Context: an optimization exercise on an open-source flow, tuned for small area, a short achievable clock period and few clock cycles. The choices shown serve that exercise and are no tape-out recipe. No functional check of the RTL was part of this run. No activity file was given, so power comes from the tool's default toggle rates.

<file path="design/flow/run.sh">
#!/bin/bash
# synth_recipe.tcl (not shown) runs the flow's synth.tcl, then flattens the netlist and writes it again
# the make line also repeats each setting of config.mk as NAME=value (left out here)
make -C /OpenROAD-flow-scripts/flow DESIGN_CONFIG=/design/flow/config.mk WORK_HOME=/design/flow/orfs CLKGATE_MAP_FILE= SYNTH_SCRIPT=/design/flow/synth_recipe.tcl finish
</file>
<file path="design/flow/constraint.sdc">
create_clock -name core_clock -period 8.0 [get_ports {clk}]
set_input_delay 1.6000 -clock core_clock [delete_from_list [all_inputs] [get_ports {clk}]]
set_output_delay 1.6000 -clock core_clock [all_outputs]
set_load 0.01 [all_outputs]
</file>
<file path="design/flow/design.v">
module pae_a_decoder (
    input  wire       clk,
    input  wire       rst,
    input  wire       start,
    output wire       busy,
    output wire       done,
    output reg  [3:0] err,
    output reg  [3:0] width,
    output reg        order,
    output reg  [1:0] mode,
    input  wire       in_valid,
    input  wire [7:0] in_data,
    input  wire       in_last,
    output wire       in_ready,
    output wire       out_valid,
    output wire [7:0] out_data,
    input  wire       out_ready
);
    localparam [3:0] E_NONE       = 4'd0,
                     E_INV_SIZE   = 4'd6,
                     E_NON_SQUARE = 4'd7,
                     E_RUN_OVF    = 4'd8,
                     E_DATA_OVF   = 4'd9,
                     E_TRUNC      = 4'd10;
    localparam [3:0] P_IDLE = 4'd0,
                     P_HDR  = 4'd1,    
                     P_OT   = 4'd2,    
                     P_DATA = 4'd3,    
                     P_PRE  = 4'd4,    
                     P_OFF  = 4'd5,    
                     P_CHK  = 4'd6,    
                     P_MODE = 4'd7,    
                     P_T1   = 4'd8,    
                     P_END  = 4'd9,    
                     P_FIX  = 4'd10;   
    localparam QD = 4;                 
    reg        busy_r, done_r;
    reg [3:0]  ps;
    reg [9:0]  win;          
    reg [3:0]  rp;           
    reg        wlast;        
    wire       b1    = win[9];           
    wire       b0    = win[8];           
    wire       have2 = (rp >= 4'd2);
    wire       have1 = (rp != 4'd0);
    assign in_ready = busy_r && !wlast && (rp <= 4'd2);
    wire       ld = in_ready && in_valid;
    reg        plane;
    reg [12:0] pm;           
    reg        off;
    reg [3:0]  k;            
    reg [12:0] rv;           
    reg        big;          
    reg        rpend;        
    wire [7:0]  wsq   = width * width;
    wire [12:0] npl1  = {wsq, 5'd1};
    wire        rovf  = big || (rv > pm);
    wire        rfull = (rv == pm);
    reg [12:0] rz;           
    reg [1:0]  cnt;          
    reg [5:0]  pk;           
    reg [7:0]  obuf;
    reg        ofull;
    reg [2*QD-1:0] fq;       
    reg [3:0]  fc;
    wire [1:0] fq0 = fq[1:0];
    wire       can_push = !ofull || out_ready;
    wire [2:0] room     = 3'd4 - {1'b0, cnt};
    wire       rz_nz    = (rz[12:1] != 12'd0);
    wire       rz_last  = (rz <= {10'd0, room} + 13'd1);
    wire       pop      = can_push && !rz_nz && (fc != 4'd0);
    wire       take     = (rpend || (ps == P_CHK)) &&
                          ((!rz_nz && (fc == 4'd0)) ||
                           (can_push && rz_nz && rz_last && (fc == 4'd0)) ||
                           (can_push && !rz_nz && (fc == 4'd1)));
    reg        push;         
    reg [1:0]  cons;         
    always @(*) begin
        push = 1'b0;
        cons = 2'd0;
        case (ps)
        P_OT, P_MODE: if (have2) cons = 2'd2;
        P_PRE, P_OFF: if (have2 && !rpend) cons = 2'd2;
        P_DATA: if (have2 && !rpend && ({b1, b0} == 2'd0 || fc != QD)) begin
                    cons = 2'd2;
                    push = ({b1, b0} != 2'd0);
                end
        P_T1:   if (have1) cons = 2'd1;
        default: ;
        endcase
    end
    reg [2*QD-1:0] fq_n;
    wire [3:0] widx = fc - {3'd0, pop};
    integer i;
    always @(*) begin
        fq_n = pop ? {2'b00, fq[2*QD-1:2]} : fq;
        if (push)
            for (i = 0; i < QD; i = i + 1)
                if (widx == i) fq_n[2*i +: 2] = {b1, b0};
    end
    wire       hdr_take = (ps == P_HDR) && rp[3];
    wire [3:0] rp_c = hdr_take ? 4'd0 : rp - {2'd0, cons};
    wire [9:0] wsh  = (cons == 2'd2) ? {win[7:0], 2'b00} :
                      (cons == 2'd1) ? {win[8:0], 1'b0} : win;
    wire [12:0] pm_op  = (ps == P_DATA) ? 13'd1 :
                         (ps == P_FIX)  ? 13'h1fff : rv;
    wire [12:0] pm_sum = pm - pm_op;
    wire        pm_ld  = (ps == P_OT) || (ps == P_T1) || ((ps == P_MODE) && !b1);
    wire        pm_upd = ((ps == P_DATA) && push && !off) ||
                         (ps == P_CHK) || (ps == P_FIX);
    always @(posedge clk) begin
        if (rst) begin
            busy_r <= 1'b0;
            done_r <= 1'b0;
            ps     <= P_IDLE;
            ofull  <= 1'b0;
            err    <= E_NONE;
            rz     <= 13'd0;
            fc     <= 4'd0;
            cnt    <= 2'd0;
            pk     <= 6'd0;
            rpend  <= 1'b0;
        end else begin
            done_r <= 1'b0;
            if (ld) begin
                case (rp_c[1:0])
                2'd0:    win <= {in_data, 2'b00};
                2'd1:    win <= {wsh[9], in_data, 1'b0};
                default: win <= {wsh[9:8], in_data};
                endcase
                wlast <= in_last;
            end else begin
                win <= wsh;
            end
            rp <= rp_c + (ld ? 4'd8 : 4'd0);
            if (pm_ld)
                pm <= npl1;
            else if (pm_upd)
                pm <= pm_sum;
            case (ps)
            P_HDR: if (hdr_take) begin
                width <= win[9:6];
                if (win[9:6] != win[5:2]) begin
                    err <= E_NON_SQUARE;
                    ps  <= P_END;
                end else if (win[9:6] == 4'd0) begin
                    err <= E_INV_SIZE;
                    ps  <= P_END;
                end else begin
                    ps  <= P_OT;
                end
            end
            P_OT: if (have2) begin
                order <= b1;
                plane <= 1'b0;
                off   <= 1'b0;
                k     <= 4'd0;
                ps    <= b0 ? P_DATA : P_PRE;
            end else if (wlast) begin
                err <= E_TRUNC;
                ps  <= P_END;
            end
            P_DATA: if (have2) begin
                if (cons != 2'd0) begin
                    if ({b1, b0} == 2'd0) begin
                        k  <= 4'd0;
                        ps <= off ? P_FIX : P_PRE;
                    end else begin
                        off <= 1'b0;
                        if (off ? (pm == 13'd1) : (pm == 13'd2))
                            ps <= plane ? P_END : P_MODE;
                    end
                end
            end else if (wlast) begin
                err <= E_TRUNC;
                ps  <= P_END;
            end
            P_PRE: if (have2) begin
                if (!rpend) begin
                    big <= (k >= 4'd6);
                    if (b1 && b0) begin
                        if (k == 4'd7) begin
                            err <= E_RUN_OVF;
                            ps  <= P_END;
                        end else begin
                            k <= k + 4'd1;
                        end
                    end else if (b1) begin
                        rv <= 13'd1;
                        k  <= k + 4'd1;
                        ps <= P_OFF;
                    end else begin
                        rv <= {11'd1, b0};
                        ps <= (k == 4'd0) ? P_CHK : P_OFF;
                    end
                end
            end else if (wlast) begin
                err <= E_TRUNC;
                ps  <= P_END;
            end
            P_OFF: if (have2) begin
                if (!rpend) begin
                    rv <= {rv[10:0], b1, b0};
                    k  <= k - 4'd1;
                    if (k == 4'd1)
                        ps <= P_CHK;
                end
            end else if (wlast) begin
                err <= E_TRUNC;
                ps  <= P_END;
            end
            P_CHK: begin
                if (rovf) begin
                    err <= E_DATA_OVF;
                    ps  <= P_END;
                end else begin
                    rpend <= !take;
                    off   <= 1'b1;
                    if (rfull)
                        ps <= plane ? P_END : P_MODE;
                    else
                        ps <= P_DATA;
                end
            end
            P_MODE: if (have2) begin
                if (b1) begin
                    mode <= {1'b0, b0} + 2'd1;
                    ps   <= P_T1;
                end else begin
                    mode  <= 2'd0;
                    plane <= 1'b1;
                    off   <= 1'b0;
                    k     <= 4'd0;
                    ps    <= b0 ? P_DATA : P_PRE;
                end
            end else if (wlast) begin
                err <= E_TRUNC;
                ps  <= P_END;
            end
            P_T1: if (have1) begin
                plane <= 1'b1;
                off   <= 1'b0;
                k     <= 4'd0;
                ps    <= b1 ? P_DATA : P_PRE;
            end else if (wlast) begin
                err <= E_TRUNC;
                ps  <= P_END;
            end
            P_FIX: begin
                off <= 1'b0;
                ps  <= P_PRE;
            end
            P_END: begin
                if (!rpend && !rz_nz && fc == 4'd0 && can_push) begin
                    done_r <= 1'b1;
                    busy_r <= 1'b0;
                    ps     <= P_IDLE;
                end
            end
            default: ;
            endcase
            if (can_push) begin
                if (rz_nz) begin
                    if (rz_last) begin
                        rz  <= 13'd0;
                        cnt <= cnt + rz[1:0] - 2'd1;
                    end else begin
                        rz  <= rz - {10'd0, room};
                        cnt <= 2'd0;
                    end
                    if (!rz_last || rz[2:0] == room + 3'd1) begin
                        obuf  <= {pk, 2'b00};
                        ofull <= 1'b1;
                        pk    <= 6'd0;
                    end else if (ofull) begin
                        ofull <= 1'b0;
                    end
                end else if (fc != 4'd0) begin
                    cnt <= cnt + 2'd1;
                    case (cnt)
                    2'd0: pk[5:4] <= fq0;
                    2'd1: pk[3:2] <= fq0;
                    2'd2: pk[1:0] <= fq0;
                    default: ;
                    endcase
                    if (cnt == 2'd3) begin
                        obuf  <= {pk, fq0};
                        ofull <= 1'b1;
                        pk    <= 6'd0;
                    end else if (ofull) begin
                        ofull <= 1'b0;
                    end
                end else if (ofull) begin
                    ofull <= 1'b0;
                end
            end
            if (take) begin
                rz <= (rpend || !rovf) ? rv : 13'd0;
                if (rpend)
                    rpend <= 1'b0;
            end
            fq <= fq_n;
            fc <= fc + {3'd0, push} - {3'd0, pop};
            if (start && !busy_r) begin
                busy_r <= 1'b1;
                ps     <= P_HDR;
                rp     <= 4'd0;
                wlast  <= 1'b0;
                rz     <= 13'd0;
                fc     <= 4'd0;
                cnt    <= 2'd0;
                pk     <= 6'd0;
                rpend  <= 1'b0;
                err    <= E_NONE;
                mode   <= 2'd0;
            end
        end
    end
    assign busy      = busy_r;
    assign done      = done_r;
    assign out_valid = ofull;
    assign out_data  = obuf;
endmodule
</file>
<file path="design/flow/config.mk">
export PLATFORM = sky130hd
export DESIGN_NAME = pae_a_decoder
export DESIGN_NICKNAME = pae_a_decoder
export VERILOG_FILES = /design/flow/design.v
export SDC_FILE = /design/flow/constraint.sdc
export NUM_CORES = 4
export LEC_CHECK = 0
export CAP_MARGIN = 20
export CORE_MARGIN = 2
export CORE_UTILIZATION = 40
export PLACE_DENSITY = 0.6
export SETUP_SLACK_MARGIN = 5
export SLEW_MARGIN = 20
</file>
==> run summary <==
==> path summary, 6_finish.rpt <==
kind,from,endpoint,slack (ns),cells after the start
setup / recovery,out_ready,fq[4],4.78,10
setup reg to reg,rz[5],fq[4],4.95,11
hold reg to reg,pk[0],obuf[2],0.44,0
hold / removal,pk[0],obuf[2],0.44,0
==> critical path, stage by stage <==
cell,delay (ns)
buf_6,0.09
nand2b_4,0.14
nand3_4,0.09
inv_4,0.04
ha_4,0.16
ha_4,0.15
xor2_1,0.14
or3_4,0.39
or3_4,0.39
mux2i_1,0.13
==> sequential cells by signal, summed over array words and instances, names as in the netlist, 4 cells and up <==
name and cells:
err 4, fc 4, fq 8, k 4, obuf 8, pk 6
pm 13, ps 4, rp 4, rv 13, rz 13, width 4
win 10
==> placed cells by master, fill, tap and decap left out, types with 14 or more instances in the layout <==
cell type / n
xnor2_1: 22
nand3_1: 22
nand2_1: 49
dfxtp_1: 31
buf_4: 72
inv_1: 47
a21oi_1: 57
ha_1: 47
clkdlybuf4s50_1: 34
edfxtp_1: 71
and3_1: 18
a31oi_1: 17
nor2b_1: 14
a22oi_1: 20
o21ai_0: 70
nor2_1: 72
nor3_1: 20
==> power groups by stage <==
stage                     registers, mW  logic [mW]  clock network (mW)
after global placement            0.938        1.81                   0
after CTS                         0.916        2.20               0.507
after floorplan                   0.911        1.37                   0
final                             0.919        2.38               0.498
after global routing              0.935        2.59               0.525
after detailed placement          0.938        1.81                   0
==> per-layer routing <==
layer,part of all wire [%],up-vias
li1,-,3421
met4,4.1,0
met1,44,3366
met5,0,-
met2,46,271
met3,5.4,80
==> final cells by class <==
class / count / share of cell area [%]
tap: 234 / 3.01
clock inverter: 6 / 0.978
timing repair buffer: 121 / 12.3
multi-input combinational: 668 / 49.5
inverter: 53 / 2.21
clock buffer: 10 / 2.36
sequential: 108 / 29.7
==> timing repair <==
item / 4_1_cts / 5_1_grt
hold endpoints to repair: 0 / 0
resized for setup: 67 / 36
buffers inserted: 41 / 28
pin swaps: 18 / 26
setup endpoints to repair: 93 / 65
gates cloned: 4 / 1
==> cell families after synthesis <==
kind of cell,Yosys count,share of synthesized area (%)
fa+ha+maj,58,9.95
mux,13,1.70
buf+inv,94,4.78
flops,108,37.5
xor+xnor,29,3.31
compound gates,264,22.0
simple gates,303,20.8
==> run_results.csv <==
group,metric,value,unit
drt,antenna_left,0,
layout,utilization,51.8,%
cts,cts.htree.levels,3,
floorplan,initial_utilization,40.9,%
layout,layout.nets,1033,
cts,clk_path_buf_depth,2,
synth,synth_top_area_share,27.8,%
cts,cts_root_buf,"clkbuf_16",
worst_setup_path,criticalPathCategory,"input pin to flip-flop",
worst_setup_path,required,8.10,ns
pwr,combinationalPowerShare,62.7,%
cts,cts_tree,"built",
cts,cts_hold_buf,0,
pwr,p_switching,1.65,mW
global_routing,grt_pass1_wl,34300,um
floorplan,rows,50,
sta,hold_viol_final,0,
floorplan,die_x,142,um
place,io_buffers,36,
drt,avgRoutedWirePerCell,18.2,um
sta,fin_crit_sh,40.3,%
flow_run,max_cap_viol_count,0,
synth,yosys_most_used_dff,"edfxtp_1",
drt,drc_errors,0,
cts,cts_buffers,9,
sta,final.setup.worst_slack,4.78,ns
sta,period_minus_slack,3.22,ns
global_routing,grt-busiest-layer,"met2",
synth,yosysMostFrequentCell,"nor2_1",
sta,rsz0062_at_grt,"yes",
global_routing,grt_max_degree,26,
synth,synth.avg_cell_area,8.82,um^2
sta,setup_tns,0,ns
global_routing,use_met2,33.5,%
global_routing,first_global_vias,6528,
place,place.gp.congestion,0.866,
place,place_ws,3.87,ns
global_routing,grt-ovfl-total,0,
synth,synth_common_cells,"nor2_1 (77), o21ai_0 (76), edfxtp_1 (71)",
global_routing,antenna_found_initial,0,
worst_setup_path,crit_path_start_kind,"input pin",
pwr,ir_drop,356,uV
layout,areaGrowthSynthToFinish,26.7,%
drt,dr.pass1.iters,8,
cts,clock_sinks,108,
global_routing,met1_usage,29.1,%
synth,ys_seq_area_share,37.5,%
cts,path_clk_slew,0.08,ns
synth,synth_edf_count,71,
pwr,p_seq_share,24.2,%
run_status,run_status,"complete, no violations",
synth,netlist_instances,869,
drt,vias,7138,
pwr,sw_frac_of_total,43.5,%
synth,syn-num-nets,941,
layout,multiInputGateArea,4810,um^2
layout,finish.instance_area,9720,um^2
sta,slew_viol_final,0,
floorplan,fp.dieArea,20300,um^2
place,dpl_cell_area,8320,um^2
sta,fmax,310,MHz
global_routing,grt_use_met3,2.46,%
place,post-dp-hpwl,14400,um
floorplan,die_h,142,um
cts,clock_latency,0.36,ns
synth,ys_top_cells_by_area,"edfxtp_1 (28%), dfxtp_1 (9.7%), ha_1 (8.6%)",
sta,relSlewSlack,43.6,%
pwr,pwr-share-clk,13.1,%
worst_setup_path,critPathCaptureType,"flip-flop",
layout,fillers,1705,
synth,yosysWarnings,1,
layout,n_antenna_cell,0,
synth,async_flop_share,0,%
pwr,p_per_area,391,nW/um^2
sta,worstMarginPinSlew,0.840,ns
worst_setup_path,cp_max_fo,3,
synth,yosysTopAreaCell,"edfxtp_1",
hold_path,hold_class,"flip-flop to flip-flop",
pwr,p_leak,3.80,nW
floorplan,core,18800,um^2
floorplan,ioPinCount,37,
drt,vias_per_cell,5.95,
layout,finalNonFillerCells,1200,
sta,hold-worst-slack,0.444,ns
pwr,internal_power,2.15,mW
drt,detail_route.wirelength,21900,um
drt,drt_iter0_drc,733,
sta,setup_viol,0,
worst_setup_path,critPathArrivalTime,3.33,ns
synth,synth_area,7670,um^2
synth,synth_seq_cells,108,
place,dp_cells,1110,
synth,synth_cell_type_count,77,
pwr,total_power,3.80,mW
layout,final-seq-area,2880,um^2
layout,drive_gt1_share,19.7,%
sta,fin_skew,0.00912,ns
global_routing,track_usage,21.1,%

[afterwards: timing with drivers on the ports]
Ports are ideal in the flow. The routed layout listed here was re-timed in OpenROAD. Step 1 assumes that a clkbuf_16 drives the clock port and a buf_2 every other input. Step 2 times the ports against the registers' clock, not the clock port: input delays grow and output delays shrink by t, the midpoint of the rising clock arrivals with the driver on. a / b / c = no drivers / after step 1 / after step 2; a / b = the first two.
t (ns): 0.397
slack for setup (ns): 4.775 / 4.783 / 4.386
worst hold slack (ns): 0.444 / 0.444 / 0.444
After both steps setup and hold are still met in this run. The setup slack of this run moves by +0.008 ns with the drivers and by -0.389 ns with both steps.
